Source: an optimization exercise on an open RTL-to-GDS flow (aim: small area, a short achievable clock period and few clock cycles). Production flows keep margins and buffers that such runs may drop. The RTL was checked by simulation tests, not by an equivalence proof against the original design. Power figures rest on the tool's default switching activity, not on a simulated workload.

$ cat design.v
module b58_digit2char (
  input  wire [5:0] digit,    
  output wire [7:0] char
);
  wire [57:0] m;
  genvar i;
  generate
    for (i = 0; i < 58; i = i + 1) begin : dm
      assign m[i] = (digit == i);
    end
  endgenerate
  assign char[0] = m[0] | m[2] | m[4] | m[6] | m[8] | m[9] | m[11] | m[13] | m[15] | m[18] | m[20] | m[23] | m[25] | m[27] | m[29] | m[31] | m[33] | m[35] | m[37] | m[39] | m[41] | m[43] | m[44] | m[46] | m[48] | m[50] | m[52] | m[54] | m[56];
  assign char[1] = m[1] | m[2] | m[5] | m[6] | m[10] | m[11] | m[14] | m[15] | m[17] | m[18] | m[21] | m[24] | m[25] | m[28] | m[29] | m[32] | m[34] | m[35] | m[38] | m[39] | m[42] | m[43] | m[45] | m[46] | m[49] | m[50] | m[53] | m[54] | m[57];
  assign char[2] = m[3] | m[4] | m[5] | m[6] | m[12] | m[13] | m[14] | m[15] | m[19] | m[20] | m[21] | m[26] | m[27] | m[28] | m[29] | m[36] | m[37] | m[38] | m[39] | m[44] | m[45] | m[46] | m[51] | m[52] | m[53] | m[54];
  assign char[3] = m[7] | m[8] | m[16] | m[17] | m[18] | m[19] | m[20] | m[21] | m[30] | m[31] | m[32] | m[40] | m[41] | m[42] | m[43] | m[44] | m[45] | m[46] | m[55] | m[56] | m[57];
  assign char[4] = m[0] | m[1] | m[2] | m[3] | m[4] | m[5] | m[6] | m[7] | m[8] | m[22] | m[23] | m[24] | m[25] | m[26] | m[27] | m[28] | m[29] | m[30] | m[31] | m[32] | m[47] | m[48] | m[49] | m[50] | m[51] | m[52] | m[53] | m[54] | m[55] | m[56] | m[57];
  assign char[5] = m[0] | m[1] | m[2] | m[3] | m[4] | m[5] | m[6] | m[7] | m[8] | m[33] | m[34] | m[35] | m[36] | m[37] | m[38] | m[39] | m[40] | m[41] | m[42] | m[43] | m[44] | m[45] | m[46] | m[47] | m[48] | m[49] | m[50] | m[51] | m[52] | m[53] | m[54] | m[55] | m[56] | m[57];
  assign char[6] = m[9] | m[10] | m[11] | m[12] | m[13] | m[14] | m[15] | m[16] | m[17] | m[18] | m[19] | m[20] | m[21] | m[22] | m[23] | m[24] | m[25] | m[26] | m[27] | m[28] | m[29] | m[30] | m[31] | m[32] | m[33] | m[34] | m[35] | m[36] | m[37] | m[38] | m[39] | m[40] | m[41] | m[42] | m[43] | m[44] | m[45] | m[46] | m[47] | m[48] | m[49] | m[50] | m[51] | m[52] | m[53] | m[54] | m[55] | m[56] | m[57];
  assign char[7] = 1'b0;
endmodule
module b58_char2digit (
  input  wire [7:0] char,
  output wire       valid,
  output wire [5:0] digit
);
  wire [57:0] m;
  genvar i;
  localparam [463:0] ALPHA = 464'h7a797877767574737271706f6e6d6b6a6968676665646362615a595857565554535251504e4d4c4b4a4847464544434241393837363534333231;
  generate
    for (i = 0; i < 58; i = i + 1) begin : cm
      assign m[i] = (char == ALPHA[8*i +: 8]);
    end
  endgenerate
  assign valid = |m;
  assign digit[0] = m[1] | m[3] | m[5] | m[7] | m[9] | m[11] | m[13] | m[15] | m[17] | m[19] | m[21] | m[23] | m[25] | m[27] | m[29] | m[31] | m[33] | m[35] | m[37] | m[39] | m[41] | m[43] | m[45] | m[47] | m[49] | m[51] | m[53] | m[55] | m[57];
  assign digit[1] = m[2] | m[3] | m[6] | m[7] | m[10] | m[11] | m[14] | m[15] | m[18] | m[19] | m[22] | m[23] | m[26] | m[27] | m[30] | m[31] | m[34] | m[35] | m[38] | m[39] | m[42] | m[43] | m[46] | m[47] | m[50] | m[51] | m[54] | m[55];
  assign digit[2] = m[4] | m[5] | m[6] | m[7] | m[12] | m[13] | m[14] | m[15] | m[20] | m[21] | m[22] | m[23] | m[28] | m[29] | m[30] | m[31] | m[36] | m[37] | m[38] | m[39] | m[44] | m[45] | m[46] | m[47] | m[52] | m[53] | m[54] | m[55];
  assign digit[3] = m[8] | m[9] | m[10] | m[11] | m[12] | m[13] | m[14] | m[15] | m[24] | m[25] | m[26] | m[27] | m[28] | m[29] | m[30] | m[31] | m[40] | m[41] | m[42] | m[43] | m[44] | m[45] | m[46] | m[47] | m[56] | m[57];
  assign digit[4] = m[16] | m[17] | m[18] | m[19] | m[20] | m[21] | m[22] | m[23] | m[24] | m[25] | m[26] | m[27] | m[28] | m[29] | m[30] | m[31] | m[48] | m[49] | m[50] | m[51] | m[52] | m[53] | m[54] | m[55] | m[56] | m[57];
  assign digit[5] = m[32] | m[33] | m[34] | m[35] | m[36] | m[37] | m[38] | m[39] | m[40] | m[41] | m[42] | m[43] | m[44] | m[45] | m[46] | m[47] | m[48] | m[49] | m[50] | m[51] | m[52] | m[53] | m[54] | m[55] | m[56] | m[57];
endmodule
module b58_codec (
  input  wire       clk,
  input  wire       rst,
  input  wire       cmd_valid,
  output wire       cmd_ready,
  input  wire       cmd_dec,
  input  wire [5:0] cmd_len,
  input  wire [5:0] cmd_cap,
  input  wire       in_valid,
  output wire       in_ready,
  input  wire [7:0] in_data,
  output reg        out_valid,
  output reg  [7:0] out_data,
  output reg        rsp_valid,
  output reg  [1:0] rsp_code,
  output reg  [5:0] rsp_val
);
  localparam SI = 0, SL = 1, SD = 2;
  localparam [2:0] S_IDLE = 3'b001,
                   S_LOAD = 3'b010,
                   S_DONE = 3'b100;
  localparam OI = 0, O1 = 1, O2 = 2, O3 = 3, OO = 4, OR = 5;
  localparam [5:0] O_IDLE = 6'b000001,
                   O_CHK1 = 6'b000010,
                   O_CHK2 = 6'b000100,
                   O_CHK3 = 6'b001000,
                   O_OUT  = 6'b010000,
                   O_RSP  = 6'b100000;
  reg  [2:0]   state;
  reg  [5:0]   ostate;
  reg          cmd_rdy_q;
  reg          in_rdy_q;
  reg          bfull;       
  reg          afull;       
  reg          took;        
  reg          dec;
  reg  [5:0]   len;
  reg  [5:0]   cap;
  reg  [5:0]   cnt;         
  reg  [5:0]   zcnt;        
  reg          zrun;
  reg          bad;
  reg  [5:0]   bad_idx;
  reg  [7:0]   abuf;        
  reg  [7:0]   ibuf;        
  reg          dok_r;       
  reg  [5:0]   pcnt;        
  reg  [1:0]   pass;        
  reg  [5:0]   wsel;        
  reg  [5:0]   actm;        
  reg  [5:0]   cin_r;       
  reg          clr;         
  reg  [287:0] num;
  reg          empty;       
  reg  [263:0] obuf;
  reg          o_dec;
  reg  [5:0]   o_zz;
  reg  [5:0]   o_cap;
  reg          o_bad;
  reg  [5:0]   o_bad_idx;
  reg  [5:0]   osel;        
  reg  [5:0]   ocnt;        
  reg  [5:0]   zleft;       
  reg  [2:0]   opos;        
  reg  [7:0]   sym;         
  reg  [5:0]   base1;       
  reg  [6:0]   capz;        
  reg  [5:0]   sz_r;        
  reg  [1:0]   code_r;
  reg  [5:0]   val_r;
  assign cmd_ready = cmd_rdy_q;
  assign in_ready  = in_rdy_q;
  wire take_cmd = cmd_valid & cmd_rdy_q;
  wire take_in  = in_valid & in_rdy_q;
  wire [47:0] slot [0:5];
  genvar g;
  generate
    for (g = 0; g < 6; g = g + 1) begin : sl
      assign slot[g] = num[48*g +: 48];
    end
  endgenerate
  wire       a_ok;
  wire [5:0] a_dig;
  b58_char2digit u_c2d (.char(abuf), .valid(a_ok), .digit(a_dig));
  wire [47:0] dwin  = slot[0];
  wire [5:0]  d_cin = cin_r;
  wire [53:0] d_a   = {dwin, d_cin};
  wire [53:0] d_b   = ~{3'd0, dwin, 3'd0};
  wire [53:0] d_c   = {5'd0, dwin, 1'b1};
  wire [53:0] d_s   = d_a ^ d_b ^ d_c;
  wire [53:0] d_y   = {(d_a[52:0] & d_b[52:0]) | (d_a[52:0] & d_c[52:0]) | (d_b[52:0] & d_c[52:0]), 1'b0};
  wire [53:0] d_sum = d_s + d_y;
  wire [47:0] d_out  = d_sum[47:0];
  wire [5:0]  d_cout = d_sum[53:48];
  wire [1:0] e_bits = (pass == 2'd0) ? ibuf[7:6] : (pass == 2'd1) ? ibuf[5:4] :
                      (pass == 2'd2) ? ibuf[3:2] : ibuf[1:0];
  reg  [263:0] e_t;
  reg  [43:0]  ges;
  reg  [5:0]   ed;
  reg          ec, ege;
  integer s, j;
  always @(*) begin
    e_t = num[263:0];
    for (s = 0; s < 2; s = s + 1) begin
      for (j = 0; j < 44; j = j + 1) begin
        ed = e_t[6*j +: 6];
        ges[j] = ed[5] | (ed[4] & ed[3] & ed[2] & (ed[1] | ed[0]));
      end
      for (j = 0; j < 44; j = j + 1) begin
        ed  = e_t[6*j +: 6];
        ege = ges[j];
        ec  = (j == 0) ? e_bits[1-s] : ges[j-1];
        e_t[6*j +: 6] = {ed[4] ^ (ege & ed[3] & ed[2] & (ed[1] | ed[0])),
                         ed[3] ^ (ege & ed[2] & (ed[1] | ed[0])),
                         ed[2] ^ (ege & (ed[1] | ed[0])),
                         ed[1] ^ (ege & ~ed[0]),
                         ed[0] ^ ege,
                         ec};
      end
    end
  end
  wire proc      = state[SL] & bfull;
  wire e_proc    = proc & ~dec;
  wire d_proc    = proc & dec;
  wire [5:0] shl = {1'b0, actm[5], |actm[5:4], |actm[5:3], |actm[5:2], |actm[5:1]};
  wire [5:0] upm = {actm[4:0], 1'b0};
  wire       top = |(wsel & actm);
  wire       ext_maybe = |(dwin[47:42]);
  wire first     = dec ? wsel[0] : (pass == 2'd0);
  wire byte_done = proc & (dec ? top : (pass == 2'd3));
  wire all_done  = byte_done & (pcnt == len);
  wire av        = afull | took;
  wire xfer      = av & (~bfull | byte_done);
  wire       bfull_n = xfer | (bfull & ~byte_done);
  wire       av_n0   = av & ~xfer;               
  wire       ready1  = ~bfull_n | last_n;        
  wire [5:0] cnt_p1  = cnt + 6'd1;
  wire [5:0] cnt_p2  = cnt + 6'd2;
  wire       more0   = took ? (cnt_p1 != len) : (cnt != len);
  wire       more1   = took ? (cnt_p2 != len) : (cnt_p1 != len);
  wire       rdy_n   = take_in ? (more1 & ready1) : (more0 & (~av_n0 | ready1));
  reg        last_n;
  always @(*) begin
    if (!dec)
      last_n = proc & (pass == 2'd2);              
    else if (proc && !top)
      last_n = |({wsel[4:0], 1'b0} & actm);        
    else if (proc)
      last_n = actm[0] & ~ext_maybe;               
    else
      last_n = actm[0];
  end
  wire [47:0] oslot [0:5];
  generate
    for (g = 0; g < 5; g = g + 1) begin : osl
      assign oslot[g] = obuf[48*g +: 48];
    end
  endgenerate
  assign oslot[5] = {24'd0, obuf[263:240]};
  reg [5:0] tsel;             
  reg [2:0] tidx;
  integer k;
  always @(*) begin
    tsel = 6'd1; tidx = 3'd0;
    for (k = 1; k < 6; k = k + 1)
      if (|oslot[k]) begin tsel = 6'd1 << k; tidx = k; end
  end
  reg [5:0] b1;
  always @(*) begin
    b1 = 6'd0;
    for (k = 0; k < 6; k = k + 1)
      if (tsel[k]) b1 = b1 | (o_dec ? 6*k + 1 : 8*k + 1);
  end
  reg [47:0] rwin;
  always @(*) begin
    rwin = 48'd0;
    for (k = 0; k < 6; k = k + 1)
      rwin = rwin | (oslot[k] & {48{osel[k]}});
  end
  reg  [2:0] hi_e, hi_d;
  reg        nz_e;
  always @(*) begin
    hi_e = 3'd0; nz_e = 1'b0;
    for (k = 0; k < 8; k = k + 1)
      if (rwin[6*k +: 6] != 6'd0) begin hi_e = k; nz_e = 1'b1; end
    hi_d = 3'd0;
    for (k = 0; k < 6; k = k + 1)
      if (rwin[8*k +: 8] != 8'd0) hi_d = k;
  end
  wire [5:0] dec_z = (zcnt == len) ? len - 6'd1 : zcnt;
  wire [5:0] zz    = dec ? dec_z : zcnt;
  wire [5:0] sz    = (o_dec | nz_e) ? base1 + {3'd0, (o_dec ? hi_d : hi_e)} : 6'd0;
  wire [6:0] tot   = {1'b0, o_zz} + {1'b0, sz_r};
  wire       over  = capz[6] | ({1'b0, sz_r} > capz);      
  wire [5:0] o_dig = rwin[6*opos +: 6];
  wire [7:0] o_byt = rwin[8*opos +: 8];
  wire [7:0] o_chr;
  b58_digit2char u_d2c (.digit(sym[5:0]), .char(o_chr));
  reg  handoff;
  wire done_n  = (state[SL] & all_done) | (state[SD] & ~handoff);
  wire ofree_n = handoff ? empty :
                 ostate[OI] | ostate[OR] |
                 (ostate[OO] & ((ocnt == 6'd1) | (ocnt == 6'd2))) |
                 (ostate[O3] & (o_bad | over));
  reg  [47:0] oth [0:5];
  reg  [5:0]  oen;
  integer b;
  always @(*) begin
    for (b = 0; b < 6; b = b + 1) begin
      oth[b] = num[48*b +: 48];
      oen[b] = 1'b0;
      if (clr) begin
        oth[b] = 48'd0; oen[b] = 1'b1;
      end else if (d_proc && shl[b]) begin
        oth[b] = (b < 5) ? num[48*(b+1) +: 48] : 48'd0; oen[b] = 1'b1;
      end
    end
  end
  always @(posedge clk) begin
    for (b = 0; b < 6; b = b + 1) begin
      if (e_proc && !clr) begin
        if (b < 5) num[48*b +: 48] <= e_t[48*b +: 48];
        else       num[240 +: 24]  <= e_t[240 +: 24];
      end else if (d_proc && !clr && actm[b])
        num[48*b +: 48] <= d_out;
      else if (d_proc && !clr && top && upm[b])
        num[48*b +: 6] <= d_cout;        
      else if (oen[b])
        num[48*b +: 48] <= oth[b];
    end
  end
  always @(posedge clk) begin
    if (take_in) abuf <= in_data;
    clr <= take_cmd;
    if (xfer) begin
      ibuf  <= abuf;
      cin_r <= a_dig;
      dok_r <= a_ok;
      pcnt  <= pcnt + 6'd1;
    end else if (d_proc && !top)
      cin_r <= d_cout;
    if (proc) begin
      pass <= pass + 2'd1;
      if (dec) begin
        if (top) begin
          wsel <= 6'd1;
          if (ext_maybe && !actm[5]) actm <= upm;
        end else
          wsel <= {wsel[4:0], 1'b0};
      end
    end
    if (proc && first) begin
      if (!dec) begin
        if (zrun && ibuf == 8'd0) zcnt <= zcnt + 6'd1;
        else zrun <= 1'b0;
      end else begin
        if (!dok_r && !bad) begin
          bad     <= 1'b1;
          bad_idx <= pcnt - 6'd1;
        end
        if (zrun && dok_r && cin_r == 6'd0) zcnt <= zcnt + 6'd1;
        else zrun <= 1'b0;
      end
    end
    if (take_cmd)  cnt <= 6'd0;
    else if (took) cnt <= cnt_p1;
    if (ostate[O1]) begin
      osel  <= tsel;
      base1 <= b1;
      capz  <= {1'b0, o_cap} - {1'b0, o_zz};
    end
    if (ostate[O2]) begin
      sz_r <= sz;
      opos <= o_dec ? hi_d : hi_e;
    end
    if (ostate[O3]) begin
      zleft <= o_zz;
      ocnt  <= tot[5:0];
      val_r <= tot[5:0];
      sym   <= o_dec ? o_byt : {2'b00, o_dig};
      if (opos == 3'd0) begin
        opos <= o_dec ? 3'd5 : 3'd7;
        osel <= {1'b0, osel[5:1]};
      end else begin
        opos <= opos - 3'd1;
      end
      if (o_bad) begin
        code_r <= 2'd1;
        val_r  <= o_bad_idx;
      end else if (over)
        code_r <= 2'd2;
      else
        code_r <= 2'd0;
    end
    if (ostate[OO]) begin
      if (zleft != 6'd0) begin
        out_data <= o_dec ? 8'h00 : 8'h31;
        zleft    <= zleft - 6'd1;
      end else begin
        out_data <= o_dec ? sym : o_chr;
        sym <= o_dec ? o_byt : {2'b00, o_dig};
        if (opos == 3'd0) begin
          opos <= o_dec ? 3'd5 : 3'd7;
          osel <= {1'b0, osel[5:1]};
        end else begin
          opos <= opos - 3'd1;
        end
      end
      ocnt <= ocnt - 6'd1;
    end
    rsp_code <= code_r;
    rsp_val  <= val_r;
    if (handoff) begin
      obuf      <= num[263:0];
      o_dec     <= dec;
      o_zz      <= zz;
      o_cap     <= cap;
      o_bad     <= dec & bad;
      o_bad_idx <= bad_idx;
      code_r    <= 2'd0;
      val_r     <= 6'd0;
    end
    if (take_cmd) begin
      empty <= (cmd_len == 6'd0);
      dec  <= cmd_dec;
      len  <= cmd_len;
      cap  <= cmd_cap;
    end
    if (clr) begin
      pcnt <= 6'd0;
      zcnt <= 6'd0;
      zrun <= 1'b1;
      bad  <= 1'b0;
      wsel <= 6'd1;
      actm <= 6'd1;
      pass <= 2'd0;
    end
  end
  always @(posedge clk) begin
    out_valid <= 1'b0;
    rsp_valid <= 1'b0;
    if (rst) begin
      state     <= S_IDLE;
      ostate    <= O_IDLE;
      handoff   <= 1'b0;
      cmd_rdy_q <= 1'b1;
      in_rdy_q  <= 1'b0;
      bfull     <= 1'b0;
      afull     <= 1'b0;
      took      <= 1'b0;
    end else begin
      handoff <= done_n & ofree_n;
      took    <= take_in;
      cmd_rdy_q <= 1'b0;
      in_rdy_q  <= 1'b0;
      if (state[SI]) cmd_rdy_q <= 1'b1;
      if (state[SL]) begin
        bfull <= bfull_n;
        afull <= av_n0;
        if (all_done)
          state <= S_DONE;
        else
          in_rdy_q <= rdy_n;
      end
      if (state[SD] && handoff) state <= S_IDLE;
      if (done_n && ofree_n) cmd_rdy_q <= 1'b1;
      if (take_cmd) begin
        cmd_rdy_q <= 1'b0;
        if (cmd_len == 6'd0) begin
          state <= S_DONE;
        end else begin
          state    <= S_LOAD;
          in_rdy_q <= 1'b1;
        end
      end
      if (ostate[O1]) ostate <= O_CHK2;
      if (ostate[O2]) ostate <= O_CHK3;
      if (ostate[O3]) ostate <= (o_bad || over) ? O_RSP : O_OUT;
      if (ostate[OO]) begin
        out_valid <= 1'b1;
        if (ocnt == 6'd1) begin
          rsp_valid <= 1'b1;
          ostate    <= O_IDLE;
        end
      end
      if (ostate[OR]) begin
        rsp_valid <= 1'b1;
        ostate    <= O_IDLE;
      end
      if (handoff)
        ostate <= empty ? O_RSP : O_CHK1;
    end
  end
endmodule
$ cat run.sh
#!/bin/bash
# synth_recipe.tcl (not shown) runs the flow's synth.tcl, then flattens the netlist and writes it again
# the make line also repeats each setting of config.mk as NAME=value (left out here)
make -C /OpenROAD-flow-scripts/flow DESIGN_CONFIG=/design/flow/config.mk WORK_HOME=/design/flow/orfs CLKGATE_MAP_FILE= SYNTH_SCRIPT=/design/flow/synth_recipe.tcl finish
$ cat config.mk
export PLATFORM = sky130hd
export DESIGN_NAME = b58_codec
export DESIGN_NICKNAME = b58_codec
export VERILOG_FILES = /design/flow/design.v
export SDC_FILE = /design/flow/constraint.sdc
export NUM_CORES = 4
export LEC_CHECK = 0
export ABC_AREA = 1
export CAP_MARGIN = 20
export CORE_MARGIN = 2
export CORE_UTILIZATION = 60
export SLEW_MARGIN = 20
$ cat constraint.sdc
create_clock -name core_clock -period 12.0 [get_ports {clk}]
set_input_delay 2.4000 -clock core_clock [delete_from_list [all_inputs] [get_ports {clk}]]
set_output_delay 2.4000 -clock core_clock [all_outputs]
set_load 0.01 [all_outputs]
==> flow_metrics.env <==
export IMPL_clkTransAtPathRegs_ns=0.06
export IMPL_dp_hpwl_um=133800
export IMPL_path_delay_family="adder cells"
export IMPL_p_per_area_nw_per_um2=172.3
export IMPL_postCtsSetupBuffers=0
export IMPL_routedWlPerCell_um=24.80
export IMPL_synthFlopType="edfxtp_1"
export IMPL_rsz0062_at_grt="no"
export IMPL_drive_gt1_share_pct=4.972
export IMPL_port_buffers=44
export IMPL_leakage_nw=22.38
export IMPL_rr_endpoint="num[25]"
export IMPL_reg2reg_slack_ns=7.45
export IMPL_register_area_um2=21290
export IMPL_vias_per_cell=6.310
export IMPL_final_setup_tns_ns=0
export IMPL_synth_seq_cells=739
export IMPL_finalMaxSlewViolations=0
export IMPL_rows=103
export IMPL_cts_hold_buf=0
export IMPL_timing_critical_path_buf_inv=3
export IMPL_whs_endpoint="rsp_code[1]"
export IMPL_finClkSkew_ns=0.06065
export IMPL_final_area_um2=52470
export IMPL_r2r_cells=17
export IMPL_core_area_um2=79260
export IMPL_hold_start="code_r[1]"
export IMPL_slew_headroom_pct=18.70
export IMPL_setup_violations=0
export IMPL_die_h_um=287.6
export IMPL_grt_pass1_wl_um=262700
export IMPL_tightest_slew_ns=1.211
export IMPL_cts_sinks=739
export IMPL_via_count=45470
export IMPL_fin_crit_ns=4.547
export IMPL_avgSynthCellArea_um2=7.954
export IMPL_hold_violations=0
export IMPL_fin_nets=6345
export IMPL_fmax_mhz=219.9
export IMPL_drcViolationCount=0
export IMPL_r2r_start="num[0]"
export IMPL_cp_required_ns=12.51
export IMPL_worst_ep_arrival_time_ns=5.05
export IMPL_ir_worst_vdd_mv=0.1555
export IMPL_crit_fanout=6
export IMPL_syn_nets=6322
export IMPL_worstSetupPathType="reg2reg"
export IMPL_ys_seq_area_share_pct=44.10
export IMPL_grt_max_degree=172
export IMPL_drtAntennaViolNets=0
export IMPL_worst_setup_path_start_kind="register"
export IMPL_dieArea_um2=82700
export IMPL_postCtsResizedCells=0
export IMPL_fin_crit_sh_pct=37.89
export IMPL_yosysWarnings=2
export IMPL_multi_input_area_um2=23130
export IMPL_h_tree_depth=3
export IMPL_dr_pass1_iters=8
export IMPL_synthCells=6066
export IMPL_syn_cell_area_um2=48250
export IMPL_grt_pass1_vias=42330
export IMPL_crit_path_end_kind="register"
export IMPL_cpMostUsedCell="nand2_1"
export IMPL_nFillCells=6731
export IMPL_wl_um=178700
export IMPL_slowest_delay_ns=0.77
export IMPL_status="timing/DRC/antenna clean"
export IMPL_cts_tree="built"
export IMPL_detailedRoute_firstIterationViolations=6757
export IMPL_syn_to_final_growth_pct=8.749
export IMPL_cts_buffers=83
export IMPL_placed_cell_area_um2=49670
export IMPL_die_w_um=287.6
export IMPL_overflow=0
export IMPL_clock_latency_ns=0.66
export IMPL_gp_congestion=1.034
export IMPL_crit_chain="inv_1 > ha_1 > inv_1 > fa_1 > nand2_1 > nand2_1 > o21ai_1 > inv_1 > nand2_1 > nand2_1 > nand2_1 > nand2_1 > nand2_1 > nand2_1 > xor2_1 > o21ai_0 > o21ai_0"
export IMPL_drv_cap=0
export IMPL_hold_path_depth=0
export IMPL_crit_slowest_cell="xor2_1"
export IMPL_clockBufferDepth=3
export IMPL_grt_antenna_before_repair=4
export IMPL_ios=45
export IMPL_synth_async_reset_ratio_pct=0
export IMPL_grt_usage_pct=42.77
export IMPL_synth_edff_count=648
export IMPL_hp_class="reg2reg"
export IMPL_yosysUniqueCellTypes=75
export IMPL_start_util_pct=60.88
export IMPL_cts_root_buf="clkbuf_16"
registers in the layout, indices dropped and copies added, names as in the netlist, 7 cells and up:
register / flops
abuf: 8
obuf: 264
sym: 8
num: 288
ibuf: 8
out_data: 8
capz: 7
layout by cell type (no fill, tap or decap), types with 10 or more instances in the layout:
cell type / netlist / routed
a21oi_1: 328 / 327
a22oi_1: 27 / 27
a31oi_1: 60 / 60
buf_4: 2 / 45
clkbuf_1: 93 / 17
clkbuf_16: 0 / 87
clkdlybuf4s50_1: 0 / 44
clkinv_1: 3 / 13
clkinv_2: 0 / 14
dfxtp_1: 91 / 84
edfxtp_1: 648 / 648
fa_1: 50 / 50
ha_1: 181 / 181
inv_1: 815 / 811
inv_2: 16 / 19
nand2_1: 1561 / 1560
nand2_2: 9 / 10
nand3_1: 433 / 433
nand3b_1: 11 / 11
nand4_1: 68 / 68
nor2_1: 595 / 592
nor2_2: 14 / 17
nor3_1: 53 / 53
nor4_1: 50 / 50
o211ai_1: 72 / 72
o21ai_0: 377 / 377
o21ai_1: 26 / 26
o21bai_1: 17 / 17
o221ai_1: 43 / 43
o22ai_1: 40 / 40
or2_2: 27 / 27
xnor2_1: 99 / 98
xor2_1: 68 / 68
worst register-to-register path, stage by stage, from the launching register on:
cell and delay (ns):
edfxtp_1 0.46, inv_1 0.14, ha_1 0.46, inv_1 0.20, fa_1 0.61, nand2_1 0.12
nand2_1 0.05, o21ai_1 0.19, inv_1 0.19, nand2_1 0.10, nand2_1 0.18, nand2_1 0.12
nand2_1 0.21, nand2_1 0.13, nand2_1 0.08, xor2_1 0.77, o21ai_0 0.28, o21ai_0 0.13
stage by stage:
stage               hold slack (ns)  utilization (%)  power [W]  setup WS [ns]  cells
floorplan                    0.3259                -   0.005068          4.384   6066
CTS                          0.3494            66.18   0.008846          7.566   7203
detailed placement           0.3394            62.67   0.006245          7.590   7052
finish                       0.3513            66.21   0.009040          7.453   7206
global route                 0.3619            66.20   0.009333          7.170   7205
global placement             0.3380            62.67   0.006219          7.624   7052
per-layer routing:
layer | part of all wire (%) | vias up | routed length (um) | GRT usage, %
met5 | 0.0073 | - | 13 | 0
met1 | 38 | 21230 | 67220 | 57.89
met2 | 42 | 3208 | 74240 | 62.28
met4 | 5.4 | 2 | 9612 | 20.16
met3 | 15 | 537 | 27600 | 13.77
li1 | - | 20500 | - | -
where the power goes:
part	internal, W	switching, W
Sequential	0.00302	0.000243
Clock	0.00155	0.00110
Combinational	0.000805	0.00232
Total	0.00537	0.00367
logic make-up (layout without fill, tap and decap cells):
| logic type | Yosys count | in the layout | synth area share [%] |
|---|---|---|---|
| simple gates | 2865 | 2865 | 25.00 |
| compound gates | 1070 | 1070 | 12.99 |
| buf+inv | 990 | 1079 | 8.013 |
| flops | 739 | 739 | 44.10 |
| fa+ha+maj | 231 | 231 | 6.768 |
| xor+xnor | 169 | 169 | 3.099 |
| other cells | 1 | 2 | 0.007772 |
| mux | 1 | 1 | 0.02075 |
area by class of cell:
class,count,share of cell area [%]
Multi-Input combinational cell,4337,44.07
Sequential cell,739,40.58
Inverter,836,5.997
Clock buffer,108,4.376
Tap cell,1050,2.504
Timing Repair Buffer,92,1.545
Clock inverter,43,0.9252
Antenna cell,1,0.004769
worst max path at each step:
stage,startpoint,depth (start not counted),endpoint
global placement,num[0],17,num[25]
floorplan,handoff,8,cmd_rdy_q
global route,num[0],16,num[41]
finish,num[0],17,num[25]
CTS,num[0],17,num[25]
detailed placement,num[0],17,num[25]
synth_stat cells (7+ instances only):
| master | count | area (um^2) |
|---|---|---|
| nand2_1 | 1561 | 5859 |
| inv_1 | 815 | 3059 |
| edfxtp_1 | 648 | 19460 |
| nor2_1 | 595 | 2233 |
| nand3_1 | 433 | 2167 |
| o21ai_0 | 377 | 1887 |
| a21oi_1 | 328 | 1642 |
| ha_1 | 181 | 2265 |
| xnor2_1 | 99 | 867.1 |
| clkbuf_1 | 93 | 349.1 |
| dfxtp_1 | 91 | 1822 |
| o211ai_1 | 72 | 540.5 |
| nand4_1 | 68 | 425.4 |
| xor2_1 | 68 | 595.6 |
| a31oi_1 | 60 | 375.4 |
| nor3_1 | 53 | 265.3 |
| fa_1 | 50 | 1001 |
| nor4_1 | 50 | 312.8 |
| o221ai_1 | 43 | 376.6 |
| o22ai_1 | 40 | 250.2 |
| buf_2 | 38 | 190.2 |
| a22oi_1 | 27 | 202.7 |
| or2_2 | 27 | 168.9 |
| o21ai_1 | 26 | 130.1 |
| o21bai_1 | 17 | 127.6 |
| inv_2 | 16 | 60.06 |
| nor2_2 | 14 | 87.58 |
| buf_6 | 12 | 135.1 |
| nand3b_1 | 11 | 82.58 |
| and2_1 | 9 | 56.30 |
| buf_1 | 9 | 33.78 |
| nand2_2 | 9 | 56.30 |
| nor3b_1 | 9 | 67.56 |
| o21ai_2 | 9 | 78.83 |
| nor2_4 | 8 | 90.09 |
| a21o_1 | 7 | 52.55 |
| a21oi_2 | 7 | 61.31 |
| o31ai_1 | 7 | 52.55 |
Testbench counts, summed over its fixed seeds: cycles 31,675.

separate check: timing with driven ports:
How much do the figures lean on ideal ports? The routed layout below was timed once more, with nothing changed but the port constraints. Step 1 (the two cells are an assumption about what drives the block):
set clk [get_ports {clk}]
set_driving_cell -lib_cell sky130_fd_sc_hd__clkbuf_16 $clk
set_driving_cell -lib_cell sky130_fd_sc_hd__buf_2 [delete_from_list [all_inputs] $clk]
Step 2 times the ports against the registers' clock, not the clock port: input delays grow and output delays shrink by t, the midpoint of the rising clock arrivals with the driver on. Slacks: no drivers / after step 1 / after step 2; pairs: no drivers / after step 1.
shift t [ns]: 0.699
setup WS [ns]: 7.453 / 7.453 / 7.453
worst setup path after step 2: register to register
slew at the worst register clock pin (ns): 0.07 / 0.07
After both steps setup and hold are still met in this run. For this run, drivers alone change the setup slack by 0.000 ns; drivers and shift together by 0.000 ns.
